Source: an optimization exercise on an open RTL-to-GDS flow (aim: small area). Production flows keep margins and buffers that such runs may drop.
Only simulation tests tie the RTL to the original design; equivalence was not proved.

===== flow/constraint.sdc =====
create_clock -name core_clock -period 200.0 [get_ports {CLK}]
set_input_delay 40.0000 -clock core_clock [delete_from_list [all_inputs] [get_ports {CLK}]]
set_output_delay 40.0000 -clock core_clock [all_outputs]
set_load 0.01 [all_outputs]

===== flow/config.mk =====
export PLATFORM = sky130hd
export DESIGN_NAME = tfg_pwmgen
export DESIGN_NICKNAME = tfg_pwmgen
export VERILOG_FILES = /design/flow/design.v
export SDC_FILE = /design/flow/constraint.sdc
export NUM_CORES = 8
export LEC_CHECK = 0
export ABC_AREA = 1
export CAP_MARGIN = 20
export CORE_MARGIN = 2
export CORE_UTILIZATION = 40
export SLEW_MARGIN = 20

===== flow/design.v =====
module tfg_add #(parameter integer W = 8) (
    input  wire [W-1:0] a,
    input  wire [W-1:0] b,
    input  wire         ci,
    output wire [W-1:0] s,
    output wire         co
);
    wire [W:0] c;
    assign c[0] = ci;
    genvar i;
    generate
        for (i = 0; i < W; i = i + 1) begin : bit_
            assign s[i]   = a[i] ^ b[i] ^ c[i];
            assign c[i+1] = (a[i] & b[i]) | (c[i] & (a[i] ^ b[i]));
        end
    endgenerate
    assign co = c[W];
endmodule
module tfg_inc #(parameter integer W = 8) (
    input  wire [W-1:0] a,
    input  wire         ci,
    output wire [W-1:0] s
);
    wire [W:0] c;
    assign c[0] = ci;
    genvar i;
    generate
        for (i = 0; i < W; i = i + 1) begin : bit_
            assign s[i]   = a[i] ^ c[i];
            assign c[i+1] = a[i] & c[i];
        end
    endgenerate
endmodule
module tfg_ge #(parameter integer W = 8) (
    input  wire [W-1:0] a,
    input  wire [W-1:0] b,
    output wire         ge
);
    wire [W:0] c;
    assign c[0] = 1'b1;
    genvar i;
    generate
        for (i = 0; i < W; i = i + 1) begin : bit_
            assign c[i+1] = (a[i] & ~b[i]) | (c[i] & (a[i] | ~b[i]));
        end
    endgenerate
    assign ge = c[W];
endmodule
module tfg_d25 (input wire [4:0] r, input wire b, output wire q, output wire [4:0] ro);
    assign q = r[4] | (r[3] & r[2] & (r[1] | r[0] | b));
    wire c1 = b & q;
    wire c2 = (r[0] & q) | (c1 & (r[0] ^ q));
    wire c3 = (r[1] & q) | (c2 & (r[1] ^ q));
    wire c4 = r[2] & c3;
    assign ro = {r[3] ^ c4, r[2] ^ c3, r[1] ^ q ^ c2, r[0] ^ q ^ c1, b ^ q};
endmodule
module tfg_mul7 #(parameter integer W = 18) (input wire [W-1:0] x, input wire [6:0] a, output wire [W+6:0] p);
    wire [W+6:0] acc [0:6];
    assign acc[0] = {7'd0, x & {W{a[0]}}};
    genvar k;
    generate for (k = 1; k < 7; k = k + 1) begin : row
        wire [W-1:0] s; wire co;
        tfg_add #(W) add (.a(acc[k-1][k+W-1:k]), .b(x & {W{a[k]}}), .ci(1'b0), .s(s), .co(co));
        if (k < 6) begin : mid
            assign acc[k] = {{(6-k){1'b0}}, co, s, acc[k-1][k-1:0]};
        end else begin : last
            assign acc[k] = {co, s, acc[k-1][k-1:0]};
        end
    end endgenerate
    assign p = acc[6];
endmodule
module tfg_div25 #(parameter integer N = 23) (input wire [N-1:0] x, output wire [N-6:0] q, output wire [4:0] rem);
    wire [4:0] r [0:N-5];
    assign r[N-5] = x[N-1:N-5];
    genvar k;
    generate for (k = N-6; k >= 0; k = k - 1) begin : st
        tfg_d25 d (.r(r[k+1]), .b(x[k]), .q(q[k]), .ro(r[k]));
    end endgenerate
    assign rem = r[0];
endmodule
module tfg_pwmgen (
    input  wire        CLK,
    input  wire        RST,
    input  wire [11:0] BUS_ADDR,
    input  wire [1:0]  BUS_SIZE,
    input  wire        BUS_WE,
    input  wire        BUS_RE,
    input  wire [31:0] BUS_WDATA,
    output reg  [31:0] BUS_RDATA,
    output reg         BUS_ERR,
    input  wire        ENC_A,
    input  wire        ENC_B,
    input  wire        BTN,
    input  wire        SERIAL_FRAME,
    input  wire        TIMEBASE,
    output wire [7:0]  PWM_OUT,
    output wire [7:0]  PWM_OE
);
    reg        tick_run;
    reg [1:0]  tick_div;
    reg        cmd_err;
    reg [2:0]  q [0:31];
    reg [4:0]  qhead;
    reg [4:0]  qtail;
    reg [2:0]  rot_state;
    reg [1:0]  rot_last;
    reg        btn_last;
    reg        btn_pressed;
    reg [31:0] btn_t0;
    reg [31:0] time_cnt;
    wire [31:0] time_n;
    tfg_inc #(32) u_time (.a(time_cnt), .ci(TIMEBASE), .s(time_n));
    wire [1:0] rot_p    = {ENC_A, ENC_B};
    wire       rot_edge = (rot_p != rot_last);
    reg  [2:0] rot_next;
    reg        rot_cw, rot_ccw;
    always @* begin
        rot_next = 3'd0;
        rot_cw   = 1'b0;
        rot_ccw  = 1'b0;
        case (rot_state)
            3'd0: case (rot_p)
                      2'd1: rot_next = 3'd4;
                      2'd2: rot_next = 3'd2;
                      default: rot_next = 3'd0;
                  endcase
            3'd1: case (rot_p)
                      2'd0: begin rot_next = 3'd0; rot_cw = 1'b1; end
                      2'd1: rot_next = 3'd1;
                      2'd2: rot_next = 3'd0;
                      2'd3: rot_next = 3'd3;
                  endcase
            3'd2: case (rot_p)
                      2'd2: rot_next = 3'd2;
                      2'd3: rot_next = 3'd3;
                      default: rot_next = 3'd0;
                  endcase
            3'd3: case (rot_p)
                      2'd0: rot_next = 3'd0;
                      2'd1: rot_next = 3'd1;
                      2'd2: rot_next = 3'd2;
                      2'd3: rot_next = 3'd3;
                  endcase
            3'd4: case (rot_p)
                      2'd1: rot_next = 3'd4;
                      2'd3: rot_next = 3'd6;
                      default: rot_next = 3'd0;
                  endcase
            3'd5: case (rot_p)
                      2'd0: begin rot_next = 3'd0; rot_ccw = 1'b1; end
                      2'd1: rot_next = 3'd0;
                      2'd2: rot_next = 3'd5;
                      2'd3: rot_next = 3'd6;
                  endcase
            3'd6: case (rot_p)
                      2'd0: rot_next = 3'd0;
                      2'd1: rot_next = 3'd4;
                      2'd2: rot_next = 3'd5;
                      2'd3: rot_next = 3'd6;
                  endcase
            default: rot_next = 3'd0;
        endcase
    end
    wire       rot_push = rot_edge & (rot_cw | rot_ccw);
    wire [2:0] rot_code = rot_cw ? 3'd2 : 3'd1;
    wire        btn_edge = (BTN != btn_last);
    wire [31:0] btn_elapsed;
    wire        btn_nc;
    tfg_add #(32) u_btn (.a(time_n), .b(~btn_t0), .ci(1'b1), .s(btn_elapsed), .co(btn_nc));
    wire        el_hi     = |btn_elapsed[31:6];
    wire        el_ge5    = el_hi | (btn_elapsed[5:0] >= 6'd5);
    wire        el_ge40   = el_hi | (btn_elapsed[5:0] >= 6'd40);
    wire        btn_accept = btn_edge & BTN & el_ge5;
    wire        btn_push   = btn_edge & ~BTN & btn_pressed;
    wire [2:0]  btn_code   = el_ge40 ? 3'd4 : 3'd3;
    wire [4:0] qcnt   = qhead - qtail;                  
    wire [1:0] nreq   = {1'b0, rot_push} + {1'b0, btn_push} + {1'b0, SERIAL_FRAME};
    wire       sp1    = (qcnt != 5'd31);
    wire       sp2    = (qcnt < 5'd30);
    wire       sp3    = (qcnt < 5'd29);
    wire       acc0   = (nreq != 2'd0) & sp1;
    wire       acc1   = nreq[1] & sp2;
    wire       acc2   = (nreq == 2'd3) & sp3;
    wire [1:0] npush  = {1'b0, acc0} + {1'b0, acc1} + {1'b0, acc2};
    wire [4:0] qhead_n = qhead + {3'd0, npush};
    wire [2:0] code0  = rot_push ? rot_code : (btn_push ? btn_code : 3'd5);
    wire [2:0] code1  = (rot_push & btn_push) ? btn_code : 3'd5;
    wire [31:0] hdec  = 32'd1 << qhead;
    wire acc       = BUS_WE | BUS_RE;
    wire acc_legal = (BUS_SIZE == 2'd2) & (BUS_ADDR[1:0] == 2'b00);
    wire wr        = BUS_WE & acc_legal;
    wire rd        = ~BUS_WE & BUS_RE & acc_legal;
    wire cmd_wr    = wr & (BUS_ADDR[11:2] == 10'd0);
    wire [3:0] op  = BUS_WDATA[31:28];
    wire [2:0] cch = BUS_WDATA[27:25];
    wire do_setcfg = cmd_wr & (op == 4'h1);
    wire do_setph  = cmd_wr & (op == 4'h2);
    wire do_setmod = cmd_wr & (op == 4'h3);
    wire do_sync   = cmd_wr & (op == 4'h4);
    wire do_tstop  = cmd_wr & (op == 4'h5);
    wire do_tstart = cmd_wr & (op == 4'h6);
    wire do_clrerr = cmd_wr & (op == 4'h7);
    wire do_rsvd   = cmd_wr & op[3];
    wire q_empty_n = (qcnt == 5'd0) & ~acc0;
    wire pop       = rd & (BUS_ADDR == 12'h008) & ~q_empty_n;
    wire tick = tick_run & (tick_div == 2'd3);
    reg [1:0]  ch_mode  [0:7];
    reg [11:0] ch_freq  [0:7];
    reg [6:0]  ch_duty  [0:7];
    reg [7:0]  ch_phase [0:7];
    reg [17:0] ch_total [0:7];
    reg [17:0] ch_on    [0:7];
    reg [17:0] ch_off   [0:7];
    reg [17:0] ch_count [0:7];
    reg [7:0]  ch_out;
    reg [7:0]  ch_oe;
    assign PWM_OUT = ch_out;
    assign PWM_OE  = ch_oe;
    wire [17:0] cnt_t [0:7];
    wire [7:0]  out_t;
    genvar g;
    generate
        for (g = 0; g < 8; g = g + 1) begin : chn
            wire pwm = (ch_mode[g] == 2'd1);
            wire ge;
            tfg_ge #(18) u_ge (.a(ch_count[g]), .b(ch_total[g]), .ge(ge));
            wire eq  = ~|(ch_count[g] ^ ch_on[g]);
            wire onz = |ch_on[g];
            wire [17:0] inc;
            tfg_inc #(18) u_inc (.a(ch_count[g]), .ci(1'b1), .s(inc));
            assign cnt_t[g] = (tick & pwm) ? (ge ? 18'd1 : inc) : ch_count[g];
            assign out_t[g] = ~tick ? ch_out[g] :
                              (ch_mode[g] == 2'd0) ? 1'b0 :
                              ~pwm ? 1'b1 :
                              ge ? (onz | ch_out[g]) :
                              eq ? 1'b0 : ch_out[g];
        end
    endgenerate
    wire [2:0]  sel     = BUS_WE ? cch : BUS_ADDR[7:5];
    wire [17:0] total_s = ch_total[sel];
    wire [7:0]  phase_s = ch_phase[sel];
    wire [17:0] cnt_s   = cnt_t[sel];
    wire [15:0] f_in  = BUS_WDATA[23:8];
    wire [7:0]  d_in  = BUS_WDATA[7:0];
    wire [11:0] cfg_f = (f_in > 16'd4000) ? 12'd4000 : f_in[11:0];
    wire [6:0]  cfg_d = (d_in > 8'd100) ? 7'd100 : d_in[6:0];
    wire signed [7:0] p_in = BUS_WDATA[7:0];
    wire [7:0]  ph_p = (p_in > 8'sd99) ? 8'd99 :
                       (p_in < -8'sd99) ? 8'd157 : p_in;
    wire [6:0]  p_abs  = ph_p[7] ? (7'd0 - ph_p[6:0]) : ph_p[6:0];
    wire [6:0]  po_abs = phase_s[7] ? (7'd0 - phase_s[6:0]) : phase_s[6:0];
    wire [17:0] dv_num = do_setcfg ? 18'd200000 : cnt_s;
    wire [17:0] dv_den = do_setcfg ? {6'd0, cfg_f | {11'd0, (cfg_f == 12'd0)}} : total_s;
    wire [17:0] dv_r [0:18];
    wire [17:0] dv_q;
    assign dv_r[18] = dv_num;
    genvar j;
    generate
        for (j = 17; j >= 0; j = j - 1) begin : drow
            localparam integer W = 18 - j;
            wire [17:0] rin = dv_r[j+1];
            wire [W-1:0] x = rin[17:j];
            wire ok;
            wire [W-1:0] dif;
            wire co;
            tfg_add #(W) sub (.a(x), .b(~dv_den[W-1:0]), .ci(1'b1), .s(dif), .co(co));
            if (W == 18) begin : full
                assign ok = co;
            end else begin : part
                assign ok = co & ~|dv_den[17:W];
            end
            assign dv_q[j] = ok;
            if (j > 0) begin : lo
                assign dv_r[j] = {ok ? dif : x, rin[j-1:0]};
            end else begin : lo0
                assign dv_r[j] = ok ? dif : x;
            end
        end
    endgenerate
    wire [17:0] dv_rem = dv_r[0];
    wire [17:0] t_x = do_setcfg ? dv_q : total_s;
    wire [10:0] t1;
    wire [4:0]  t0r;
    tfg_div25 #(16) u_split (.x(t_x[17:2]), .q(t1), .rem(t0r));
    wire [6:0]  t0 = {t0r, t_x[1:0]};
    wire [6:0]  a1 = do_setcfg ? cfg_d : p_abs;
    wire [6:0]  a2 = po_abs;
    wire [17:0] h1, h2;
    wire [13:0] l1, l2;
    tfg_mul7 #(11) u_h1 (.x(t1), .a(a1), .p(h1));
    tfg_mul7 #(11) u_h2 (.x(t1), .a(a2), .p(h2));
    tfg_mul7 #(7)  u_l1 (.x(t0), .a(a1), .p(l1));
    tfg_mul7 #(7)  u_l2 (.x(t0), .a(a2), .p(l2));
    wire [6:0]  c1, c2;
    wire [4:0]  c1r, c2r;
    tfg_div25 #(12) u_c1 (.x(l1[13:2]), .q(c1), .rem(c1r));
    tfg_div25 #(12) u_c2 (.x(l2[13:2]), .q(c2), .rem(c2r));
    wire [17:0] u1, u2;
    wire        u1c, u2c;
    tfg_add #(18) u_u1 (.a(h1), .b({11'd0, c1}), .ci(1'b0), .s(u1), .co(u1c));
    tfg_add #(18) u_u2 (.a(h2), .b({11'd0, c2}), .ci(1'b0), .s(u2), .co(u2c));
    wire [17:0] ox      = do_setcfg ? u2 : u1;
    wire        n_new   = (do_setcfg ? phase_s[7] : ph_p[7]) & (|ox);
    wire [17:0] off_d;
    wire        off_c;
    tfg_add #(18) u_off (.a(t_x), .b(~ox), .ci(1'b1), .s(off_d), .co(off_c));
    wire [17:0] off_new = n_new ? off_d : ox;
    wire        n_old   = phase_s[7] & (|u2);
    wire [17:0] oo_d;
    wire        oo_c;
    tfg_add #(18) u_oo (.a(total_s), .b(~u2), .ci(1'b1), .s(oo_d), .co(oo_c));
    wire [17:0] off_old = n_old ? oo_d : u2;
    wire [18:0] d_off;
    wire        d_c;
    tfg_add #(19) u_doff (.a({1'b0, off_new}), .b(~{1'b0, off_old}), .ci(1'b1), .s(d_off), .co(d_c));
    wire [19:0] z;
    wire        z_c;
    tfg_add #(20) u_z (.a({2'b0, dv_rem}), .b({d_off[18], d_off}), .ci(1'b0), .s(z), .co(z_c));
    wire [19:0] zm, zp;
    wire        zm_c, zp_c;
    tfg_add #(20) u_zm (.a(z), .b(~{2'b0, total_s}), .ci(1'b1), .s(zm), .co(zm_c));
    tfg_add #(20) u_zp (.a(z), .b({2'b0, total_s}), .ci(1'b0), .s(zp), .co(zp_c));
    wire        j_neg = z[19];
    wire        j_pos = ~zm[19];
    wire [17:0] zr    = j_neg ? zp[17:0] : (j_pos ? zm[17:0] : z[17:0]);
    wire [2:0]  adj_p = {2'b0, n_old} + {2'b0, j_pos} + 3'd1;    
    wire [2:0]  adj_n = {2'b0, n_new} + {2'b0, j_neg};           
    wire [2:0]  qlo   = {1'b0, dv_q[1:0]};
    wire        kj1   = ~|dv_q[11:2] & (qlo + adj_p == adj_n + 3'd2);
    wire [17:0] ph_cnt = (kj1 & ~|zr) ? total_s : zr;
    reg [31:0] rdata;
    always @* begin
        rdata = 32'd0;
        if (BUS_ADDR[11:8] == 4'h1) begin
            case (BUS_ADDR[4:2])
                3'd0: rdata = {30'd0, ch_mode[sel]};
                3'd1: rdata = {20'd0, ch_freq[sel]};
                3'd2: rdata = {25'd0, ch_duty[sel]};
                3'd3: rdata = {{24{phase_s[7]}}, phase_s};
                3'd4: rdata = {14'd0, total_s};
                3'd5: rdata = {14'd0, ch_on[sel]};
                3'd6: rdata = {14'd0, cnt_s};
                3'd7: rdata = {30'd0, ch_oe[sel], out_t[sel]};
            endcase
        end else if (BUS_ADDR[11:8] == 4'h0) begin
            case (BUS_ADDR[7:0])
                8'h04: rdata = {23'd0, qhead_n - qtail, cmd_err,
                                (qhead_n + 5'd1 == qtail), q_empty_n, tick_run};
                8'h08: rdata = q_empty_n ? 32'd0 :
                               {1'b1, 28'd0, (qcnt == 5'd0) ? code0 : q[qtail]};
                8'h0C: rdata = time_n;
                8'h10: rdata = {22'd0, btn_pressed, btn_last, 2'd0, rot_last,
                                1'b0, rot_state};
                8'h14: rdata = btn_t0;
                default: rdata = 32'd0;
            endcase
        end
    end
    wire        nrst      = ~RST;
    wire [11:0] bus_freq  = cfg_f & {12{nrst}};
    wire [6:0]  bus_duty  = cfg_d & {7{nrst}};
    wire [17:0] bus_total = RST ? 18'd200000 : dv_q;
    wire [17:0] bus_on    = u1 & {18{nrst}};
    wire [17:0] bus_off   = off_new & {18{nrst}};
    wire [7:0]  bus_phase = ph_p & {8{nrst}};
    wire [1:0]  bus_mode  = ((BUS_WDATA[1:0] == 2'd3) ? 2'd2 : BUS_WDATA[1:0]) & {2{nrst}};
    wire [17:0] bus_cnt   = ph_cnt & {18{nrst}};
    wire        c_cfg     = do_setcfg & nrst;
    wire        c_ph      = do_setph & nrst;
    wire        c_mod     = do_setmod & nrst;
    wire        c_sync    = do_sync & nrst;
    integer i;
    always @(posedge CLK) begin
        for (i = 0; i < 32; i = i + 1) begin
            if (acc0 & hdec[i])
                q[i] <= code0;
            else if (acc1 & hdec[(i + 31) % 32])
                q[i] <= code1;
            else if (acc2 & hdec[(i + 30) % 32])
                q[i] <= 3'd5;
        end
        BUS_ERR   <= nrst & acc & ~acc_legal;
        BUS_RDATA <= (nrst & rd) ? rdata : 32'd0;
        for (i = 0; i < 8; i = i + 1) begin
            if (RST | (c_cfg & (cch == i))) begin
                ch_freq[i]  <= bus_freq;
                ch_duty[i]  <= bus_duty;
                ch_total[i] <= bus_total;
                ch_on[i]    <= bus_on;
                ch_oe[i]    <= nrst;
            end
            if (RST | ((c_cfg | c_ph) & (cch == i)))
                ch_off[i] <= bus_off;
            if (RST | (c_ph & (cch == i)))
                ch_phase[i] <= bus_phase;
            if (RST | (c_mod & (cch == i)))
                ch_mode[i] <= bus_mode;
            if (c_sync)
                ch_count[i] <= ch_off[i];
            else if (RST | (c_ph & (cch == i)))
                ch_count[i] <= bus_cnt;
            else
                ch_count[i] <= cnt_t[i];
            ch_out[i] <= nrst & out_t[i];
        end
        if (RST) begin
            tick_run    <= 1'b1;
            tick_div    <= 2'd0;
            cmd_err     <= 1'b0;
            qhead       <= 5'd0;
            qtail       <= 5'd0;
            rot_state   <= 3'd0;
            rot_last    <= 2'd0;
            btn_last    <= 1'b0;
            btn_pressed <= 1'b0;
            btn_t0      <= 32'd0;
            time_cnt    <= 32'd0;
        end else begin
            time_cnt <= time_n;
            if (rot_edge) begin
                rot_last  <= rot_p;
                rot_state <= rot_next;
            end
            if (btn_edge)
                btn_last <= BTN;
            if (btn_accept) begin
                btn_t0      <= time_n;
                btn_pressed <= 1'b1;
            end
            if (btn_push)
                btn_pressed <= 1'b0;
            qhead <= qhead_n;
            if (pop)
                qtail <= qtail + 5'd1;
            if (do_sync)
                tick_div <= 2'd0;
            else if (tick_run)
                tick_div <= tick_div + 2'd1;
            if (do_tstop)
                tick_run <= 1'b0;
            if (do_tstart | do_sync)
                tick_run <= 1'b1;
            if (do_clrerr)
                cmd_err <= 1'b0;
            if (do_rsvd)
                cmd_err <= 1'b1;
        end
    end
endmodule

===== flow/run.sh =====
#!/bin/bash
# synth_recipe.tcl (not shown) runs the flow's synth.tcl, then flattens the netlist and writes it again
# the make line also repeats each setting of config.mk as NAME=value (left out here)
make -C /OpenROAD-flow-scripts/flow DESIGN_CONFIG=/design/flow/config.mk WORK_HOME=/design/flow/orfs CLKGATE_MAP_FILE= SYNTH_SCRIPT=/design/flow/synth_recipe.tcl finish

==> results of run 1 <==
sequential cells by signal (all words and copies together), names as in the netlist, 2 cells and up:
signal     cells
ch_oe          8
ch_out         8
qhead          5
ch_freq       96
ch_off       144
time_cnt      32
ch_mode       16
ch_count     144
ch_total     144
rot_last       2
q             96
BUS_RDATA     32
rot_state      3
qtail          5
tick_div       2
ch_duty       56
ch_phase      64
ch_on        144
btn_t0        32
synth_stat cells, drive strengths merged (125+ instances only):
master,n
inv,1080
fa,534
clkbuf,226
a21oi,228
a221oi,135
edfxtp,768
dfxtp,270
o21ai,532
nor2,1051
ha,306
a22oi,125
nand2,1197
nand3,300
routing by layer:
metal	GRT usage (%)	vias up	routed length, um
met2	45.3	3545	120000
met5	0.0265	-	70
met3	7.20	685	31000
met4	17.3	12	18300
met1	40.7	29600	112000
li1	-	26700	-
metrics by stage:
stage                     hold slack, ns  area, um2
after floorplan                    0.434      71400
after global placement             0.441      75600
after detailed placement           0.443      75600
after CTS                          0.437      79400
after global routing               0.461      79500
final                              0.455      79500
logic make-up (layout without fill, tap and decap cells):
logic type / count (synthesis) / after routing / synth area share (%)
adders and majority gates: 840 / 840 / 20.3
and+or+nand+nor: 2935 / 2935 / 17.6
buffers and inverters: 1395 / 1566 / 7.46
xor gates and xnor gates: 130 / 130 / 1.59
other: 0 / 7 / 0
DFF: 1038 / 1038 / 39.9
muxes: 9 / 9 / 0.126
AOI/OAI and AO/OA: 1468 / 1468 / 13.0
final cells by class:
| type | count | area (um2) | share of cell area (%) |
|---|---|---|---|
| Clock buffer | 144 | 2980 | 3.74 |
| Clock inverter | 66 | 818 | 1.03 |
| Sequential cell | 1038 | 28500 | 35.8 |
| Inverter | 1103 | 4150 | 5.22 |
| Tap cell | 2355 | 2950 | 3.71 |
| Antenna cell | 7 | 17.5 | 0.0220 |
| Timing Repair Buffer | 253 | 2240 | 2.81 |
| Multi-Input combinational cell | 5382 | 37900 | 47.7 |
how the worst min path moves through the flow:
stage / start / endpoint / cells after the start
floorplan: ch_off[2][0]$_DFFE_PP_ / ch_count[2][0]$_DFF_P_ / 1
global placement: ch_off[6][0]$_DFFE_PP_ / ch_count[6][0]$_DFF_P_ / 1
detailed placement: ch_off[2][0]$_DFFE_PP_ / ch_count[2][0]$_DFF_P_ / 1
CTS: ch_off[0][5]$_DFFE_PP_ / ch_count[0][5]$_DFF_P_ / 2
global route: ch_off[0][5]$_DFFE_PP_ / ch_count[0][5]$_DFF_P_ / 2
finish: ch_off[0][5]$_DFFE_PP_ / ch_count[0][5]$_DFF_P_ / 2
worst reg2reg max path: cells and delay by family (launching register included):
family          cells  cell delay, ns
buf+inv            64           11.39
simple gates       65           12.57
flops               1            0.37
xor+xnor            1            0.09
compound gates     24            4.64
mux                 1            0.20
fa+ha+maj         246           90.16
==> implementation parameters, run 1 <==
Parameter                              Value

Synth
  Async S/R FF share, synth ... 0%
  EDFF count, synth ... 768
  Syn_nets ... 8710
  Mapped cell area ... 0.0714 mm2
  Share of the yosys chip area belonging to registers ... 39.9%
  Number of warnings printed during yosys synthesis ... 23
  Share of the synthesized area in the top cell type ... 32.3%
  Syn avg cell area ... 9.14 um2
  Number of synthesized register bits ... 1038
  Cell type contributing the most total cell area after synthesis ... sky130_fd_sc_hd__edfxtp_1
  Number of cells produced by synthesis ... 7815
  Most used DFF post-synth ... sky130_fd_sc_hd__edfxtp_1
  Cell types with the largest area share after synthesis ... sky130_fd_sc_hd__edfxtp_1 (32%), sky130_fd_sc_hd__fa_1 (15%), sky130_fd_sc_hd__dfxtp_1 (7.6%)
  Number of unique standard cell types used by synthesis ... 75

STA
  Count of pins over their slew limit ... 0
  Final setup slack of the worst path ... 40.59 ns
  Worst clock skew on the final layout ... 0.0464 ns
  Measured slew at the worst slew-check pin ... 1.29 ns
  Minimum period implied by the final worst setup slack ... 159.41 ns
  Final setup violation count ... 0
  Post-Route Setup TNS ... 0 ns
  Unrepaired setup endpoints after global routing ... no
  Relative slew slack ... 12.9%
  Crit share post-route ... 79.7%
  Achievable Freq ... 6.27 MHz
  Final Hold Violating Endpoints ... 0

Critical path
  Stage delay of the slowest cell on the critical path ... 0.81 ns
  Top Family by Delay on Critical Path ... adder cells
  Crit. path cell count ... 388
  Worst setup startpoint ... BUS_WE
  Reg-to-reg setup timing slack ... 80.57 ns
  CP Max Fanout ... 34
  Number of cells on the worst reg-to-reg path ... 401
  Terminus of the critical flop-to-flop path ... ch_count[6][17]$_DFF_P_
  Critical path's most frequent cell ... sky130_fd_sc_hd__fa_1
  Endpoint class of the critical path ... flip-flop
  Destination of the critical timing path ... ch_count[6][17]$_DFF_P_
  Startpoint Class ... primary input
  CP Class ... in2reg
  Slowest stage cell on the critical path ... sky130_fd_sc_hd__clkdlybuf4s50_1
  CP Buf/Inv Count ... 69
  Data required time of the worst path ... 200.69 ns
  Worst reg2reg startpoint ... ch_count[1][0]$_DFF_P_
  CP arrival ... 160.11 ns

Die
  Ports placed on the boundary ... 104
  Die Area ... 0.182 mm2
  Core region area ... 0.178 mm2
  Initial Utilization ... 40.1%
  Std cell rows ... 155
  Overall die height ... 426 um
  Die X-Extent ... 426 um

Global routing
  Number of global-route vias before repair ... 57400
  First-pass GRT wire length ... 400000 um
  Pin count of the biggest net entering global routing ... 64
  Overall overflow remaining after global route ... 0
  Tot GR Track Use ... 30.5%
  Initial antenna violation count ... 17

Flow run
  Max-Cap Viols ... 0

Min path
  Min-Delay Path Class ... reg2reg

Status
  Outcome ... finished clean

Clock tree
  Sinks on Clock Net ... 1038
  Clock slew at the register clock pins of the worst setup and hold paths ... 0.06 ns
  Count of cells resized by post-cts repair ... 0
  Clock tree from TritonCTS ... done
  Number of levels in the clock H-tree ... 3
  Post CTS Setup Buffer Count ... 0
  Maximum clock insertion buffer count ... 3
  Number of buffers created by CTS ... 110
  Clock root buffer ... sky130_fd_sc_hd__clkbuf_16
  Hold buffer count at cts ... 0
  Later-pin clock latency in the skew report ... 0.79 ns

Final layout
  Share of layout cells above drive strength 1 ... 6.99%
  Most common cell after layout, fill and taps aside ... sky130_fd_sc_hd__nand2_1
  Final Non-Filler Cells ... 10300
  Area growth from synthesis to final layout ... 11.4%
  Fill cell instance count of the final layout ... 17100
  Number of nets in the final layout ... 8783
  Highest-count cells in the layout ignoring fill and taps ... sky130_fd_sc_hd__nand2_1 (1185), sky130_fd_sc_hd__inv_1 (1047), sky130_fd_sc_hd__nor2_1 (1025)
  Fraction of the core area covered by cells at the end of the flow ... 44.7%

Routing
  DRC marker count from the first detailed-route iteration ... 7974
  Routed len/inst ... 27.2 um
  DRC errors left ... 0
  Via count normalized by instance count ... 5.85
  Final routed wirelength across all metal layers ... 281000 um
  First-pass DRT Iterations ... 7
  Remaining number of nets flagged by the antenna check after routing ... 0
  Total number of vias ... 60500

Place
  Placed cells ... 10100
  Placer congestion estimate ... 1.05
  Hpwl dp ... 217000 um
  I/O Buffers ... 102
  Post-placement worst setup slack ... 40.25 ns
==> run 2: changes to the inputs <==
--- a/flow/design.v
+++ b/flow/design.v
@@ -228,6 +228,7 @@
             wire onz = |ch_on[g];
             wire [17:0] inc;
-            tfg_inc #(18) u_inc (.a(ch_count[g]), .ci(1'b1), .s(inc));
-            assign cnt_t[g] = (tick & pwm) ? (ge ? 18'd1 : inc) : ch_count[g];
+            wire tmv = tick & pwm;
+            tfg_inc #(18) u_inc (.a(ch_count[g]), .ci(tmv), .s(inc));
+            assign cnt_t[g] = (tmv & ge) ? 18'd1 : inc;
             assign out_t[g] = ~tick ? ch_out[g] :
                               (ch_mode[g] == 2'd0) ? 1'b0 :
@@ -238,7 +239,27 @@
     endgenerate
     wire [2:0]  sel     = BUS_WE ? cch : BUS_ADDR[7:5];
-    wire [17:0] total_s = ch_total[sel];
-    wire [7:0]  phase_s = ch_phase[sel];
-    wire [17:0] cnt_s   = cnt_t[sel];
+    wire [7:0]  sel_oh  = 8'd1 << sel;
+    reg  [17:0] total_s, cnt_s, on_s;
+    reg  [7:0]  phase_s;
+    reg  [11:0] freq_s;
+    reg  [6:0]  duty_s;
+    reg  [1:0]  mode_s;
+    reg         oe_s, out_s;
+    integer     m;
+    always @* begin
+        total_s = 18'd0; cnt_s = 18'd0; on_s = 18'd0; phase_s = 8'd0;
+        freq_s = 12'd0; duty_s = 7'd0; mode_s = 2'd0; oe_s = 1'b0; out_s = 1'b0;
+        for (m = 0; m < 8; m = m + 1) begin
+            total_s = total_s | (ch_total[m] & {18{sel_oh[m]}});
+            cnt_s   = cnt_s   | (cnt_t[m]    & {18{sel_oh[m]}});
+            on_s    = on_s    | (ch_on[m]    & {18{sel_oh[m]}});
+            phase_s = phase_s | (ch_phase[m] & {8{sel_oh[m]}});
+            freq_s  = freq_s  | (ch_freq[m]  & {12{sel_oh[m]}});
+            duty_s  = duty_s  | (ch_duty[m]  & {7{sel_oh[m]}});
+            mode_s  = mode_s  | (ch_mode[m]  & {2{sel_oh[m]}});
+            oe_s    = oe_s    | (ch_oe[m]    & sel_oh[m]);
+            out_s   = out_s   | (out_t[m]    & sel_oh[m]);
+        end
+    end
     wire [15:0] f_in  = BUS_WDATA[23:8];
     wire [7:0]  d_in  = BUS_WDATA[7:0];
@@ -307,26 +328,28 @@
     wire [17:0] off_new = n_new ? off_d : ox;
     wire        n_old   = phase_s[7] & (|u2);
-    wire [17:0] oo_d;
-    wire        oo_c;
-    tfg_add #(18) u_oo (.a(total_s), .b(~u2), .ci(1'b1), .s(oo_d), .co(oo_c));
-    wire [17:0] off_old = n_old ? oo_d : u2;
-    wire [18:0] d_off;
-    wire        d_c;
-    tfg_add #(19) u_doff (.a({1'b0, off_new}), .b(~{1'b0, off_old}), .ci(1'b1), .s(d_off), .co(d_c));
-    wire [19:0] z;
-    wire        z_c;
-    tfg_add #(20) u_z (.a({2'b0, dv_rem}), .b({d_off[18], d_off}), .ci(1'b0), .s(z), .co(z_c));
-    wire [19:0] zm, zp;
-    wire        zm_c, zp_c;
-    tfg_add #(20) u_zm (.a(z), .b(~{2'b0, total_s}), .ci(1'b1), .s(zm), .co(zm_c));
-    tfg_add #(20) u_zp (.a(z), .b({2'b0, total_s}), .ci(1'b0), .s(zp), .co(zp_c));
-    wire        j_neg = z[19];
-    wire        j_pos = ~zm[19];
-    wire [17:0] zr    = j_neg ? zp[17:0] : (j_pos ? zm[17:0] : z[17:0]);
-    wire [2:0]  adj_p = {2'b0, n_old} + {2'b0, j_pos} + 3'd1;    
-    wire [2:0]  adj_n = {2'b0, n_new} + {2'b0, j_neg};           
-    wire [2:0]  qlo   = {1'b0, dv_q[1:0]};
-    wire        kj1   = ~|dv_q[11:2] & (qlo + adj_p == adj_n + 3'd2);
-    wire [17:0] ph_cnt = (kj1 & ~|zr) ? total_s : zr;
+    wire [19:0] e;                                    
+    wire        e_c;
+    tfg_add #(20) u_e (.a({2'b0, off_new}), .b({2'b0, u2} ^ {20{~n_old}}), .ci(~n_old),
+                       .s(e), .co(e_c));
+    wire [19:0] y;
+    wire        y_c;
+    tfg_add #(20) u_y (.a({2'b0, dv_rem}), .b(e), .ci(1'b0), .s(y), .co(y_c));
+    wire        y_neg = y[19];
+    wire        y_ge1, y_ge2;
+    tfg_ge #(19) u_g1 (.a(y[18:0]), .b({1'b0, total_s}), .ge(y_ge1));
+    tfg_ge #(19) u_g2 (.a(y[18:0]), .b({total_s, 1'b0}), .ge(y_ge2));
+    wire        j_m1 = y_neg;
+    wire        j_p2 = ~y_neg & y_ge2;
+    wire        j_p1 = ~y_neg & y_ge1 & ~y_ge2;
+    wire [19:0] yo = j_m1 ? {2'b0, total_s} :
+                     j_p1 ? ~{2'b0, total_s} :
+                     j_p2 ? ~{1'b0, total_s, 1'b0} : 20'd0;
+    wire [19:0] yr;
+    wire        yr_c;
+    tfg_add #(20) u_yr (.a(y), .b(yo), .ci(j_p1 | j_p2), .s(yr), .co(yr_c));
+    wire [2:0]  lhs   = {1'b0, dv_q[1:0]} + {2'b0, j_p1} + {1'b0, j_p2, 1'b0};
+    wire [2:0]  rhs   = 3'd1 + {2'b0, n_new} + {2'b0, j_m1};
+    wire        kj1   = ~|dv_q[11:2] & (lhs == rhs);
+    wire [17:0] ph_cnt = (kj1 & ~|yr[17:0]) ? total_s : yr[17:0];
     reg [31:0] rdata;
     always @* begin
@@ -334,12 +357,12 @@
         if (BUS_ADDR[11:8] == 4'h1) begin
             case (BUS_ADDR[4:2])
-                3'd0: rdata = {30'd0, ch_mode[sel]};
-                3'd1: rdata = {20'd0, ch_freq[sel]};
-                3'd2: rdata = {25'd0, ch_duty[sel]};
+                3'd0: rdata = {30'd0, mode_s};
+                3'd1: rdata = {20'd0, freq_s};
+                3'd2: rdata = {25'd0, duty_s};
                 3'd3: rdata = {{24{phase_s[7]}}, phase_s};
                 3'd4: rdata = {14'd0, total_s};
-                3'd5: rdata = {14'd0, ch_on[sel]};
+                3'd5: rdata = {14'd0, on_s};
                 3'd6: rdata = {14'd0, cnt_s};
-                3'd7: rdata = {30'd0, ch_oe[sel], out_t[sel]};
+                3'd7: rdata = {30'd0, oe_s, out_s};
             endcase
         end else if (BUS_ADDR[11:8] == 4'h0) begin
==> flow/flow/run.sh (new file) <==
#!/bin/bash
# Own layout flow: the standard ORFS flow (standard.sh) with three changes that
# only affect how the layout is built:
#   - an area-oriented ABC mapping script (flow/abc_area.script) in place of ORFS's,
#   - no full-adder extraction before ABC (ABC maps the adders itself),
#   - clock tree synthesis with clkbuf_8 buffers and no dummy loads.
# Synthesis is otherwise the standard flow's own (synth_recipe.tcl), so the registers are the same.
set -euo pipefail
W="$(pwd)"
S="$W/scripts_area"
rm -rf "$S"
cp -r "$FLOW_HOME/scripts" "$S"
cp "$W/flow/abc_area.script" "$S/abc_area.script"
bash "$W/standard.sh" \
  "SCRIPTS_DIR=$S" \
  "ADDER_MAP_FILE=" \
  "CTS_ARGS=-sink_clustering_enable -repair_clock_nets -dont_use_dummy_load -buf_list sky130_fd_sc_hd__clkbuf_8" \
  finish > "$W/orfs_make.log" 2>&1
==> flow/flow/abc_area.script (new file) <==
strash
dc2
dch -f
amap
strash
dc2
dch -f
amap
topo
dnsize
stime -c
==> flow/standard.sh (new file) <==
#!/bin/bash
# synth_recipe.tcl (not shown) runs the flow's synth.tcl, then flattens the netlist and writes it again
# the make line also repeats each setting of config.mk as NAME=value (left out here)
make -C /OpenROAD-flow-scripts/flow DESIGN_CONFIG=/design/flow/config.mk WORK_HOME=/design/flow/orfs CLKGATE_MAP_FILE= SYNTH_SCRIPT=/design/flow/synth_recipe.tcl "${@:-finish}"
--- a/flow/config.mk
+++ b/flow/config.mk
@@ -7,6 +7,6 @@
 export LEC_CHECK = 0
 export ABC_AREA = 1
-export CAP_MARGIN = 20
+export CAP_MARGIN = 40
 export CORE_MARGIN = 2
-export CORE_UTILIZATION = 40
-export SLEW_MARGIN = 20
+export CORE_UTILIZATION = 50
+export SLEW_MARGIN = 30
removed: flow/run.sh
==> run 2 against run 1 <==
Against the previous run:
- still clean
- worst hold slack worse by 0.055 ns
- synthesized area down 9.3%
==> implementation parameters, run 2 <==
Parameter                              Value

Status
  Outcome ... finished clean

Clock tree
  Number of levels in the clock H-tree ... 4
  Post CTS Setup Buffer Count ... 0
  Sinks on Clock Net ... 1038
  Hold buffer count at cts ... 0
  Clock tree from TritonCTS ... done
  Clock root buffer ... sky130_fd_sc_hd__clkbuf_8
  Count of cells resized by post-cts repair ... 0
  Later-pin clock latency in the skew report ... 0.95 ns
  Maximum clock insertion buffer count ... 3
  Clock slew at the register clock pins of the worst setup and hold paths ... 0.06 ns
  Number of buffers created by CTS ... 177

STA
  Post-Route Hold Slack ... 0.400 ns
  Minimum period implied by the final worst setup slack ... 123.20 ns
  Count of pins over their slew limit ... 0
  Crit share post-route ... 61.6%
  Unrepaired setup endpoints after global routing ... no
  Worst clock skew on the final layout ... 0.105 ns
  Achievable Freq ... 8.12 MHz
  Final setup violation count ... 0
  Measured slew at the worst slew-check pin ... 1.05 ns
  Final Hold Violating Endpoints ... 0
  Post-Route Setup TNS ... 0 ns
  Relative slew slack ... 30.1%

Synth
  Number of warnings printed during yosys synthesis ... 23
  Number of unique standard cell types used by synthesis ... 54
  Number of synthesized register bits ... 1038
  Xor/xnor cell area share of the yosys netlist ... 0.0135%
  Combinational family with the most area after synthesis ... compound AO/OA/AOI/OAI gates
  Most used DFF post-synth ... sky130_fd_sc_hd__edfxtp_1
  Top-count cell post-synth ... sky130_fd_sc_hd__nor2_1
  Area fraction in compound gates after synthesis ... 32.6%
  Share of the synthesized area in the top cell type ... 35.6%
  Arithmetic-cell share of the synthesized area counting full adders, half adders and majority gates ... 0%
  Async S/R FF share, synth ... 0%
  Share of the yosys chip area belonging to registers ... 43.9%
  Commonest cells post-synth ... sky130_fd_sc_hd__nor2_1 (1379), sky130_fd_sc_hd__nand2_1 (1160), sky130_fd_sc_hd__edfxtp_1 (768), sky130_fd_sc_hd__o21ai_0 (716), sky130_fd_sc_hd__clkinv_1 (671)
  Syn avg cell area ... 8.18 um2
  Cell types with the largest area share after synthesis ... sky130_fd_sc_hd__edfxtp_1 (36%), sky130_fd_sc_hd__dfxtp_1 (8.3%), sky130_fd_sc_hd__nor2_1 (8.0%)
  Mapped cell area ... 0.0648 mm2
  Syn_nets ... 7972
  EDFF count, synth ... 768
  Basic-gate share of the synthesized area counting and, or, nand and nor cells ... 19.5%
  Mux cell area share after synthesis ... 0%
  Number of cells produced by synthesis ... 7917
  Cell type contributing the most total cell area after synthesis ... sky130_fd_sc_hd__edfxtp_1

Final layout
  Highest-count cells in the layout ignoring fill and taps ... sky130_fd_sc_hd__nor2_1 (1360), sky130_fd_sc_hd__nand2_1 (1157), sky130_fd_sc_hd__edfxtp_1 (768)
  Share of layout cells above drive strength 1 ... 6.25%
  FF/Latch Area ... 0.0285 mm2
  Area growth from synthesis to final layout ... 13.0%
  Fill cell instance count of the final layout ... 11600
  Most common cell after layout, fill and taps aside ... sky130_fd_sc_hd__nor2_1
  Area of the multi-input gates ... 0.0343 mm2
  Fraction of the core area covered by cells at the end of the flow ... 56.8%
  Number of nets in the final layout ... 8520
  Final Non-Filler Cells ... 10200

Global routing
  Pin count of the biggest net entering global routing ... 99
  First-pass GRT wire length ... 434000 um
  Tot GR Track Use ... 45.8%
  Number of global-route vias before repair ... 62100
  Overall overflow remaining after global route ... 0
  Initial antenna violation count ... 31

Place
  Hpwl dp ... 232000 um
  I/O Buffers ... 102
  Placed cells ... 10000
  Placer congestion estimate ... 1.11

Critical path
  CP Buf/Inv Count ... 49
  Stage delay of the slowest cell on the critical path ... 0.74 ns
  Top Family by Delay on Critical Path ... simple AND/OR/NAND/NOR gates
  Worst reg2reg startpoint ... ch_count[1][1]$_DFF_P_
  CP Max Fanout ... 24
  Data required time of the worst path ... 200.78 ns
  Number of cells on the worst reg-to-reg path ... 598
  CP Class ... in2reg
  Critical path's most frequent cell ... sky130_fd_sc_hd__nand2_1
  CP arrival ... 123.98 ns
  Reg-to-reg setup timing slack ... 115.06 ns
  Destination of the critical timing path ... ch_count[7][10]$_DFF_P_
  Worst setup startpoint ... BUS_WE
  Endpoint class of the critical path ... flip-flop
  Terminus of the critical flop-to-flop path ... ch_count[7][10]$_DFF_P_
  Crit. path cell count ... 587
  Slowest stage cell on the critical path ... sky130_fd_sc_hd__o221ai_1
  Startpoint Class ... primary input

Die
  Overall die height ... 364 um
  Std cell rows ... 132
  Core region area ... 0.129 mm2
  Die Area ... 0.132 mm2
  Ports placed on the boundary ... 104
  Die X-Extent ... 364 um
  Initial Utilization ... 50.2%

Routing
  Routed len/inst ... 30.4 um
  Via count normalized by instance count ... 6.85
  Total number of vias ... 70000
  Final routed wirelength across all metal layers ... 311000 um
  First-pass DRT Iterations ... 14
  Remaining number of nets flagged by the antenna check after routing ... 0
  DRC errors left ... 0
  DRC marker count from the first detailed-route iteration ... 11000

Flow run
  Max-Cap Viols ... 0

Min path
  Worst Hold Path Cells ... 1
  WHS Endpoint ... ch_count[5][2]$_DFF_P_
  Hold path startpoint ... ch_off[5][2]$_DFFE_PP_
  Min-Delay Path Class ... reg2reg
==> run 2: logic make-up after synthesis <==
logic type	Yosys count
compound gates	3137
buf+inv	671
flops	1038
xor+xnor	1
simple gates	3070
==> run 2: cell type report <==
type	instances	area share [%]
sequential	1038	38.9
multi-input combinational	6208	46.8
clock buffer	177	3.33
timing repair buffer	369	4.53
antenna	18	0.0615
tap	1742	2.98
inverter	671	3.44
==> run 2: how the worst max path moves through the flow <==
stage / start / to / slack (ns) / cells past startpoint
3_3_place_gp: BUS_WE / ch_count[5][6]$_DFF_P_ / 79.60 / 586
2_1_floorplan: BUS_ADDR[11] / ch_count[1][1]$_DFF_P_ / 81.96 / 569
==> run 2: stage by stage <==
step | instance area (um2) | worst slack, ns
2_1_floorplan | 64800 | 81.96
3_3_place_gp | 69900 | 79.60
3_5_place_dp | 70500 | 78.77
4_1_cts | 73000 | 79.32
5_1_grt | 73200 | 66.10
6_report | 73200 | 76.80
==> run 2: layer usage <==
metal	vias up	GRT usage, %	share of wire (%)
li1	31100	-	-
met1	32300	56.1	35
met2	5263	66.8	41
met3	1384	15.1	14
met4	16	35.0	9.3
met5	-	0	0.037
==> run 3: changes to the inputs <==
--- a/flow/design.v
+++ b/flow/design.v
@@ -100,7 +100,9 @@
     reg [1:0]  tick_div;
     reg        cmd_err;
-    reg [2:0]  q [0:31];
-    reg [4:0]  qhead;
-    reg [4:0]  qtail;
+    reg [1:0]  q_hb, q_tb;      
+    reg [3:0]  q_hr, q_tr;      
+    reg [2:0]  qb0 [0:10];
+    reg [2:0]  qb1 [0:10];
+    reg [2:0]  qb2 [0:10];
     reg [2:0]  rot_state;
     reg [1:0]  rot_last;
@@ -174,5 +176,8 @@
     wire        btn_push   = btn_edge & ~BTN & btn_pressed;
     wire [2:0]  btn_code   = el_ge40 ? 3'd4 : 3'd3;
-    wire [4:0] qcnt   = qhead - qtail;                  
+    wire [6:0] q_dr   = {3'd0, q_hr} - {3'd0, q_tr};
+    wire [6:0] q_d    = {q_dr[5:0], 1'b0} + q_dr + {5'd0, q_hb} - {5'd0, q_tb};
+    wire [6:0] q_dm   = q_d + 7'd33;
+    wire [4:0] qcnt   = q_d[6] ? q_dm[4:0] : q_d[4:0];     
     wire [1:0] nreq   = {1'b0, rot_push} + {1'b0, btn_push} + {1'b0, SERIAL_FRAME};
     wire       sp1    = (qcnt != 5'd31);
@@ -183,8 +188,35 @@
     wire       acc2   = (nreq == 2'd3) & sp3;
     wire [1:0] npush  = {1'b0, acc0} + {1'b0, acc1} + {1'b0, acc2};
-    wire [4:0] qhead_n = qhead + {3'd0, npush};
+    wire [4:0] qcnt_n = qcnt + {3'd0, npush};
     wire [2:0] code0  = rot_push ? rot_code : (btn_push ? btn_code : 3'd5);
     wire [2:0] code1  = (rot_push & btn_push) ? btn_code : 3'd5;
-    wire [31:0] hdec  = 32'd1 << qhead;
+    wire [2:0] hsum   = {1'b0, q_hb} + {1'b0, npush};
+    wire       hcy    = (hsum >= 3'd3);
+    wire [1:0] q_hb_n = hcy ? hsum[1:0] - 2'd3 : hsum[1:0];
+    wire [3:0] q_hr1  = (q_hr == 4'd10) ? 4'd0 : q_hr + 4'd1;
+    wire [3:0] q_tr1  = (q_tr == 4'd10) ? 4'd0 : q_tr + 4'd1;
+    wire [1:0] bs  [0:2];
+    wire [3:0] brow [0:2];
+    wire       bwe [0:2];
+    wire [2:0] bdat [0:2];
+    genvar bq;
+    generate
+        for (bq = 0; bq < 3; bq = bq + 1) begin : qbank
+            wire [2:0] dd = {1'b0, bq[1:0]} + 3'd3 - {1'b0, q_hb};
+            assign bs[bq]   = (dd >= 3'd3) ? dd[1:0] - 2'd3 : dd[1:0];
+            assign brow[bq] = (bq < q_hb) ? q_hr1 : q_hr;
+            assign bwe[bq]  = (bs[bq] == 2'd0) ? acc0 : (bs[bq] == 2'd1) ? acc1 : acc2;
+            assign bdat[bq] = (bs[bq] == 2'd0) ? (code0 ^ 3'd5) :
+                              (bs[bq] == 2'd1) ? (code1 ^ 3'd5) : 3'd0;
+        end
+    endgenerate
+    reg [2:0] q_tail_code;
+    always @* begin
+        case (q_tb)
+            2'd0:    q_tail_code = qb0[q_tr];
+            2'd1:    q_tail_code = qb1[q_tr];
+            default: q_tail_code = qb2[q_tr];
+        endcase
+    end
     wire acc       = BUS_WE | BUS_RE;
     wire acc_legal = (BUS_SIZE == 2'd2) & (BUS_ADDR[1:0] == 2'b00);
@@ -202,5 +234,5 @@
     wire do_clrerr = cmd_wr & (op == 4'h7);
     wire do_rsvd   = cmd_wr & op[3];
-    wire q_empty_n = (qcnt == 5'd0) & ~acc0;
+    wire q_empty_n = (qcnt_n == 5'd0);
     wire pop       = rd & (BUS_ADDR == 12'h008) & ~q_empty_n;
     wire tick = tick_run & (tick_div == 2'd3);
@@ -368,8 +400,8 @@
         end else if (BUS_ADDR[11:8] == 4'h0) begin
             case (BUS_ADDR[7:0])
-                8'h04: rdata = {23'd0, qhead_n - qtail, cmd_err,
-                                (qhead_n + 5'd1 == qtail), q_empty_n, tick_run};
+                8'h04: rdata = {23'd0, qcnt_n, cmd_err,
+                                (qcnt_n == 5'd31), q_empty_n, tick_run};
                 8'h08: rdata = q_empty_n ? 32'd0 :
-                               {1'b1, 28'd0, (qcnt == 5'd0) ? code0 : q[qtail]};
+                               {1'b1, 28'd0, (qcnt == 5'd0) ? code0 : (q_tail_code ^ 3'd5)};
                 8'h0C: rdata = time_n;
                 8'h10: rdata = {22'd0, btn_pressed, btn_last, 2'd0, rot_last,
@@ -395,11 +427,11 @@
     integer i;
     always @(posedge CLK) begin
-        for (i = 0; i < 32; i = i + 1) begin
-            if (acc0 & hdec[i])
-                q[i] <= code0;
-            else if (acc1 & hdec[(i + 31) % 32])
-                q[i] <= code1;
-            else if (acc2 & hdec[(i + 30) % 32])
-                q[i] <= 3'd5;
+        for (i = 0; i < 11; i = i + 1) begin
+            if (bwe[0] & (brow[0] == i))
+                qb0[i] <= bdat[0];
+            if (bwe[1] & (brow[1] == i))
+                qb1[i] <= bdat[1];
+            if (bwe[2] & (brow[2] == i))
+                qb2[i] <= bdat[2];
         end
         BUS_ERR   <= nrst & acc & ~acc_legal;
@@ -431,6 +463,8 @@
             tick_div    <= 2'd0;
             cmd_err     <= 1'b0;
-            qhead       <= 5'd0;
-            qtail       <= 5'd0;
+            q_hb        <= 2'd0;
+            q_hr        <= 4'd0;
+            q_tb        <= 2'd0;
+            q_tr        <= 4'd0;
             rot_state   <= 3'd0;
             rot_last    <= 2'd0;
@@ -453,7 +487,12 @@
             if (btn_push)
                 btn_pressed <= 1'b0;
-            qhead <= qhead_n;
-            if (pop)
-                qtail <= qtail + 5'd1;
+            q_hb <= q_hb_n;
+            if (hcy)
+                q_hr <= q_hr1;
+            if (pop) begin
+                q_tb <= (q_tb == 2'd2) ? 2'd0 : q_tb + 2'd1;
+                if (q_tb == 2'd2)
+                    q_tr <= q_tr1;
+            end
             if (do_sync)
                 tick_div <= 2'd0;
==> flow/flow/run.sh (replaced) <==
#!/bin/bash
# Own layout flow: the standard ORFS flow (standard.sh), unchanged but for
# clock tree synthesis, which uses clkbuf_16 buffers, clusters of up to 24 sinks
# within 100 um, and no dummy loads.
set -euo pipefail
W="$(pwd)"
bash "$W/standard.sh" \
  "CTS_ARGS=-sink_clustering_enable -repair_clock_nets -dont_use_dummy_load -buf_list sky130_fd_sc_hd__clkbuf_16 -sink_clustering_size 24 -sink_clustering_max_diameter 100" \
  finish > "$W/orfs_make.log" 2>&1
--- a/flow/config.mk
+++ b/flow/config.mk
@@ -7,6 +7,6 @@
 export LEC_CHECK = 0
 export ABC_AREA = 1
-export CAP_MARGIN = 40
+export CAP_MARGIN = 20
 export CORE_MARGIN = 2
 export CORE_UTILIZATION = 50
-export SLEW_MARGIN = 30
+export SLEW_MARGIN = 20
removed: flow/flow/abc_area.script
==> run 3 against run 2 <==
Against the previous run:
- routed wire length fell by 2.9%
- non-clock buffer count shrank 105
- sequential cell count increased by 5
- die area is 8.3% higher
- clock skew is 0.030 ns lower
- worst hold slack better by 0.083 ns
- core utilization down 2.7 points
==> implementation parameters, run 3 <==
Parameter                              Value

Critical path
  Data required time of the worst path ... 200.59 ns
  Slowest stage cell on the critical path ... sky130_fd_sc_hd__o21ai_1
  Stage delay of the slowest cell on the critical path ... 0.94 ns
  Endpoint class of the critical path ... flip-flop
  Startpoint Class ... primary input
  CP arrival ... 168.45 ns
  CP Max Fanout ... 36
  Top Family by Delay on Critical Path ... adder cells
  Critical path's most frequent cell ... sky130_fd_sc_hd__fa_1
  CP Buf/Inv Count ... 69
  CP Class ... in2reg

Synth
  Syn avg cell area ... 9.20 um2
  Number of unique standard cell types used by synthesis ... 76
  Async S/R FF share, synth ... 0%
  EDFF count, synth ... 771
  Mapped cell area ... 0.0702 mm2
  Share of the synthesized area in the top cell type ... 33.0%
  Number of synthesized register bits ... 1043
  Most used DFF post-synth ... sky130_fd_sc_hd__edfxtp_1
  Top-count cell post-synth ... sky130_fd_sc_hd__nand2_1
  Share of the yosys chip area belonging to registers ... 40.7%
  Syn_nets ... 8509
  Cell types with the largest area share after synthesis ... sky130_fd_sc_hd__edfxtp_1 (33%), sky130_fd_sc_hd__fa_1 (14%), sky130_fd_sc_hd__dfxtp_1 (7.8%)
  Number of warnings printed during yosys synthesis ... 27
  Commonest cells post-synth ... sky130_fd_sc_hd__nand2_1 (1312), sky130_fd_sc_hd__inv_1 (1125), sky130_fd_sc_hd__edfxtp_1 (771), sky130_fd_sc_hd__nor2_1 (731), sky130_fd_sc_hd__fa_1 (504)
  Number of cells produced by synthesis ... 7629
  Cell type contributing the most total cell area after synthesis ... sky130_fd_sc_hd__edfxtp_1

STA
  Final Hold Violating Endpoints ... 0
  Relative slew slack ... 16.8%
  Final setup violation count ... 0
  Measured slew at the worst slew-check pin ... 1.25 ns
  Final setup slack of the worst path ... 32.15 ns
  Unrepaired setup endpoints after global routing ... no
  Count of pins over their slew limit ... 0
  Achievable Freq ... 5.96 MHz
  Minimum period implied by the final worst setup slack ... 167.85 ns
  Worst clock skew on the final layout ... 0.0754 ns
  Crit share post-route ... 83.9%
  Post-Route Setup TNS ... 0 ns

Final layout
  Number of nets in the final layout ... 8553
  Most common cell after layout, fill and taps aside ... sky130_fd_sc_hd__nand2_1
  Share of layout cells above drive strength 1 ... 5.66%
  Highest-count cells in the layout ignoring fill and taps ... sky130_fd_sc_hd__nand2_1 (1312), sky130_fd_sc_hd__inv_1 (1123), sky130_fd_sc_hd__edfxtp_1 (771)
  Area growth from synthesis to final layout ... 7.26%
  Area of the multi-input gates ... 0.0364 mm2
  FF/Latch Area ... 0.0286 mm2
  Fraction of the core area covered by cells at the end of the flow ... 54.0%
  Fill cell instance count of the final layout ... 12900

Clock tree
  Number of levels in the clock H-tree ... 2
  Hold buffer count at cts ... 0
  Later-pin clock latency in the skew report ... 0.72 ns
  Post CTS Setup Buffer Count ... 0
  Clock root buffer ... sky130_fd_sc_hd__clkbuf_16
  Count of cells resized by post-cts repair ... 0
  Clock tree from TritonCTS ... done
  Number of buffers created by CTS ... 51
  Maximum clock insertion buffer count ... 3
  Sinks on Clock Net ... 1043
  Clock slew at the register clock pins of the worst setup and hold paths ... 0.11 ns

Global routing
  Pin count of the biggest net entering global routing ... 216
  First-pass GRT wire length ... 418000 um
  Overall overflow remaining after global route ... 0
  Tot GR Track Use ... 41.9%
  Number of global-route vias before repair ... 56000
  Initial antenna violation count ... 25

Routing
  Total number of vias ... 59700
  First-pass DRT Iterations ... 6
  DRC marker count from the first detailed-route iteration ... 8216
  Final routed wirelength across all metal layers ... 302000 um
  Via count normalized by instance count ... 6.24
  DRC errors left ... 0
  Remaining number of nets flagged by the antenna check after routing ... 0
  Routed len/inst ... 31.6 um

Min path
  Min-Delay Path Class ... reg2reg

Status
  Outcome ... finished clean

Die
  Core region area ... 0.139 mm2
  Die X-Extent ... 379 um
  Ports placed on the boundary ... 104
  Std cell rows ... 137
  Initial Utilization ... 50.4%
  Die Area ... 0.143 mm2
  Overall die height ... 379 um

Place
  I/O Buffers ... 102
  Post-placement worst setup slack ... 32.40 ns
  Placer congestion estimate ... 1.08
  Hpwl dp ... 231000 um

Flow run
  Max-Cap Viols ... 0
==> run 3: changes by cell type in the layout (fill, tap and decap cells not counted), sizes merged, moves of 169 or more <==
| cell | previous run | this run |
|---|---|---|
| clkinv | 669 | 18 |
| o22ai | 321 | 136 |
| fa | 0 | 504 |
| o221ai | 212 | 22 |
| o21a | 657 | 6 |
| inv | 2 | 1154 |
| nand2 | 1160 | 1329 |
| nand3 | 67 | 508 |
| nor2 | 1379 | 741 |
| o21ai | 716 | 289 |
| nand4 | 35 | 216 |
| ha | 0 | 321 |
==> run 3: worst paths after layout <==
path	from	slack [ns]	to	cells after the start
setup / recovery	BUS_WE	32.15	ch_count[0][5]$_DFF_P_	405
hold / removal	ch_off[2][4]$_DFFE_PP_	0.48	ch_count[2][4]$_DFF_P_	2
setup reg to reg	tick_run$_SDFFE_PP1P_	69.59	ch_count[0][5]$_DFF_P_	415
hold reg to reg	ch_off[2][4]$_DFFE_PP_	0.48	ch_count[2][4]$_DFF_P_	2
==> run 3: cell families (layout without fill, tap and decap cells) <==
kind of cell | after synthesis | in the layout | share of synthesized area [%]
multiplexers | 14 | 14 | 0.200
AO/OA/AOI/OAI | 1105 | 1105 | 10.0
other | 0 | 17 | 0
flip-flops | 1043 | 1043 | 40.7
AND/OR/NAND/NOR | 3050 | 3050 | 19.3
buffers and inverters | 1445 | 1487 | 7.84
adder cells (fa/ha/maj) | 825 | 825 | 20.1
XOR/XNOR | 147 | 147 | 1.83
==> run 3: worst register-to-register path: cells and delay by family, from the launching register on <==
kind / cells / cell delay (ns)
simple gates: 65 / 15.17
flops: 1 / 0.49
buf+inv: 62 / 10.96
xor+xnor: 2 / 0.21
fa+ha+maj: 259 / 96.97
compound gates: 26 / 6.32
mux: 1 / 0.31
==> run 3: metal layers <==
| metal | GRT usage, % | wire, um | share of wire, % | vias to the layer above |
|---|---|---|---|---|
| met5 | 0.0686 | 169 | 0.056 | - |
| met4 | 23.7 | 20600 | 6.8 | 20 |
| met3 | 12.9 | 38000 | 13 | 781 |
| met2 | 61.6 | 128000 | 43 | 3644 |
| met1 | 54.7 | 115000 | 38 | 29400 |
| li1 | - | - | - | 25800 |
==> run 3: layout make-up <==
cell class / instances / area share (%)
Antenna cell: 17 / 0.0565
Clock buffer: 51 / 1.69
Inverter: 1172 / 5.85
Multi-Input combinational cell: 5141 / 48.3
Sequential cell: 1043 / 38.0
Tap cell: 1876 / 3.12
Timing Repair Buffer: 264 / 3.02
==> run 3: stage by stage <==
stage | hold WS [ns] | std cells | area (um2)
final | 0.483 | 9564 | 75300
after global routing | 0.509 | 9548 | 75300
after CTS | 0.485 | 9545 | 75200
after detailed placement | 0.472 | 9494 | 74000
after global placement | 0.466 | 9494 | 74000
after floorplan | 0.439 | 7629 | 70200
==> run 4: changes to the inputs <==
==> flow/flow/run.sh (replaced) <==
#!/bin/bash
# Own layout flow: the standard ORFS flow (standard.sh), unchanged but for
# clock tree synthesis, which uses clkbuf_8 buffers, clusters of up to 12 sinks
# within 60 um, and no dummy loads.
set -euo pipefail
W="$(pwd)"
bash "$W/standard.sh" \
  "CTS_ARGS=-sink_clustering_enable -repair_clock_nets -dont_use_dummy_load -buf_list sky130_fd_sc_hd__clkbuf_8 -sink_clustering_size 12 -sink_clustering_max_diameter 60" \
  finish > "$W/orfs_make.log" 2>&1
==> run 4 against run 3 <==
Against the previous run:
- synthesized cell count unchanged
- via count up 0.85%
- critical path type unchanged
- critical endpoint is now ch_count[6][5]$_DFF_P_
- highest routed layer unchanged
- largest cell class unchanged
- sequential cell count is the same
==> implementation parameters, run 4 <==
Parameter                              Value

Min path
  Min-Delay Path Class ... reg2reg

Die
  Core region area ... 0.139 mm2
  Initial Utilization ... 50.4%
  Die X-Extent ... 379 um
  Std cell rows ... 137
  Overall die height ... 379 um
  Die Area ... 0.143 mm2
  Ports placed on the boundary ... 104

Critical path
  Stage delay of the slowest cell on the critical path ... 0.92 ns
  Slowest stage cell on the critical path ... sky130_fd_sc_hd__o21ai_1
  Top Family by Delay on Critical Path ... adder cells
  CP Buf/Inv Count ... 69
  CP Class ... in2reg
  CP arrival ... 168.56 ns
  Endpoint class of the critical path ... flip-flop
  Critical path's most frequent cell ... sky130_fd_sc_hd__fa_1
  CP Max Fanout ... 36
  Startpoint Class ... primary input
  Data required time of the worst path ... 200.73 ns

STA
  Post-Route Setup TNS ... 0 ns
  Final setup violation count ... 0
  Unrepaired setup endpoints after global routing ... no
  Worst clock skew on the final layout ... 0.148 ns
  Minimum period implied by the final worst setup slack ... 167.83 ns
  Crit share post-route ... 83.9%
  Relative slew slack ... 19.2%
  Final Hold Violating Endpoints ... 0
  Count of pins over their slew limit ... 0
  Achievable Freq ... 5.96 MHz
  Measured slew at the worst slew-check pin ... 1.21 ns

Synth
  Number of synthesized register bits ... 1043
  Number of warnings printed during yosys synthesis ... 27
  Number of unique standard cell types used by synthesis ... 76
  Share of the yosys chip area belonging to registers ... 40.7%
  Top-count cell post-synth ... sky130_fd_sc_hd__nand2_1
  Share of the synthesized area in the top cell type ... 33.0%
  Commonest cells post-synth ... sky130_fd_sc_hd__nand2_1 (1312), sky130_fd_sc_hd__inv_1 (1125), sky130_fd_sc_hd__edfxtp_1 (771), sky130_fd_sc_hd__nor2_1 (731), sky130_fd_sc_hd__fa_1 (504)
  Cell type contributing the most total cell area after synthesis ... sky130_fd_sc_hd__edfxtp_1
  Syn avg cell area ... 9.20 um2
  Cell types with the largest area share after synthesis ... sky130_fd_sc_hd__edfxtp_1 (33%), sky130_fd_sc_hd__fa_1 (14%), sky130_fd_sc_hd__dfxtp_1 (7.8%)
  EDFF count, synth ... 771
  Mapped cell area ... 0.0702 mm2
  Most used DFF post-synth ... sky130_fd_sc_hd__edfxtp_1
  Async S/R FF share, synth ... 0%
  Number of cells produced by synthesis ... 7629
  Syn_nets ... 8509

Global routing
  Tot GR Track Use ... 42.1%
  Number of global-route vias before repair ... 56500
  First-pass GRT wire length ... 420000 um
  Pin count of the biggest net entering global routing ... 216
  Overall overflow remaining after global route ... 0
  Initial antenna violation count ... 29

Final layout
  Number of nets in the final layout ... 8615
  Design area ... 0.0756 mm2
  Share of layout cells above drive strength 1 ... 6.41%
  Highest-count cells in the layout ignoring fill and taps ... sky130_fd_sc_hd__nand2_1 (1312), sky130_fd_sc_hd__inv_1 (1123), sky130_fd_sc_hd__edfxtp_1 (771)
  Most common cell after layout, fill and taps aside ... sky130_fd_sc_hd__nand2_1
  Final Non-Filler Cells ... 9623
  Area growth from synthesis to final layout ... 7.63%

Clock tree
  Number of buffers created by CTS ... 113
  Later-pin clock latency in the skew report ... 0.91 ns
  Maximum clock insertion buffer count ... 3
  Clock root buffer ... sky130_fd_sc_hd__clkbuf_8
  Post CTS Setup Buffer Count ... 0
  Number of levels in the clock H-tree ... 3
  Count of cells resized by post-cts repair ... 0
  Clock tree from TritonCTS ... done
  Sinks on Clock Net ... 1043
  Hold buffer count at cts ... 0
  Clock slew at the register clock pins of the worst setup and hold paths ... 0.09 ns

Flow run
  Max-Cap Viols ... 0

Place
  Hpwl dp ... 231000 um
  Placed cells ... 9494
  I/O Buffers ... 102
  Placer congestion estimate ... 1.08
  Cell area reported after detailed placement ... 0.0740 mm2

Routing
  Total number of vias ... 60200
  DRC marker count from the first detailed-route iteration ... 8564
  Via count normalized by instance count ... 6.25
  Routed len/inst ... 31.5 um
  Final routed wirelength across all metal layers ... 303000 um
  Remaining number of nets flagged by the antenna check after routing ... 0
  First-pass DRT Iterations ... 6
  DRC errors left ... 0

Status
  Outcome ... finished clean
==> run 4: through the flow <==
| step | setup slack (ns) | hold slack (ns) | utilization, % |
|---|---|---|---|
| after detailed placement | 32.40 | 0.472 | 53.1 |
| after global routing | 27.06 | 0.436 | 54.2 |
| after floorplan | 48.81 | 0.439 | - |
| after CTS | 33.13 | 0.407 | 54.2 |
| final | 32.17 | 0.423 | 54.2 |
| after global placement | 33.53 | 0.466 | 53.1 |
==> run 4: kinds of logic after synthesis <==
group / Yosys count / synth area share, %
simple gates: 3050 / 19.3
buf+inv: 1445 / 7.84
compound gates: 1105 / 10.0
flops: 1043 / 40.7
fa+ha+maj: 825 / 20.1
xor+xnor: 147 / 1.83
mux: 14 / 0.200
==> run 4: final cells by class <==
type,instances,area [um2]
tap,1876,2350
antenna,14,35.0
inverter,1172,4410
clock buffer,113,1560
fill,12900,63800
sequential,1043,28600
multi-input combinational,5141,36400
timing repair buffer,264,2260
==> run 4: path summary, 6_finish.rpt <==
check	slack, ns	cells past startpoint	startpoint	to
max	32.17	405	BUS_WE	ch_count[6][5]$_DFF_P_
min	0.42	2	ch_off[2][8]$_DFFE_PP_	ch_count[2][8]$_DFF_P_
max reg2reg	69.53	415	tick_run$_SDFFE_PP1P_	ch_count[6][5]$_DFF_P_
min reg2reg	0.42	2	ch_off[2][8]$_DFFE_PP_	ch_count[2][8]$_DFF_P_
==> run 4: worst register-to-register path, delay by kind of cell (launching register included) <==
kind                     cells  cell delay (ns)
buffers and inverters       62            10.97
flip-flops                   1             0.49
adder cells (fa/ha/maj)    259            96.92
AO/OA/AOI/OAI               26             6.30
AND/OR/NAND/NOR             65            15.21
multiplexers                 1             0.31
XOR/XNOR                     2             0.21
==> run 4: per-layer routing <==
layer / global-route usage, % / routed length, um
met1: 54.7 / 114000
met4: 24.8 / 21200
met5: 0 / 108
met2: 61.6 / 128000
met3: 13.2 / 39200

-- static timing again, ports no longer ideal --
No port has a modelled driver above. Below, the same layouts with a new extraction and two added sets of constraints.
Step 1 sets driving cells, clkbuf_16 on the clock port and buf_2 on the other inputs (assumed; they add their load-dependent delay and slew).
Step 2 also shifts input and output timing later by t, the mid clock arrival at the registers, as if the neighbouring blocks saw the same clock.
Three values: no drivers, after step 1, after step 2; two values: the first two.
run | t (ns) | setup slack, ns | hold WS [ns]
run 1 | 0.849 | 40.588 / 40.650 / 39.801 | 0.455 / 0.455 / 0.455
run 2 | 0.998 | 76.804 / 76.855 / 75.857 | 0.400 / 0.400 / 0.400
run 3 | 0.774 | 32.147 / 32.199 / 31.425 | 0.483 / 0.483 / 0.483
run 4 | 0.925 | 32.166 / 32.215 / 31.290 | 0.423 / 0.423 / 0.423
After both steps setup and hold are still met in every run listed. For run 2, which loses most, drivers alone change the setup slack by +0.051 ns; drivers and shift together by -0.947 ns.
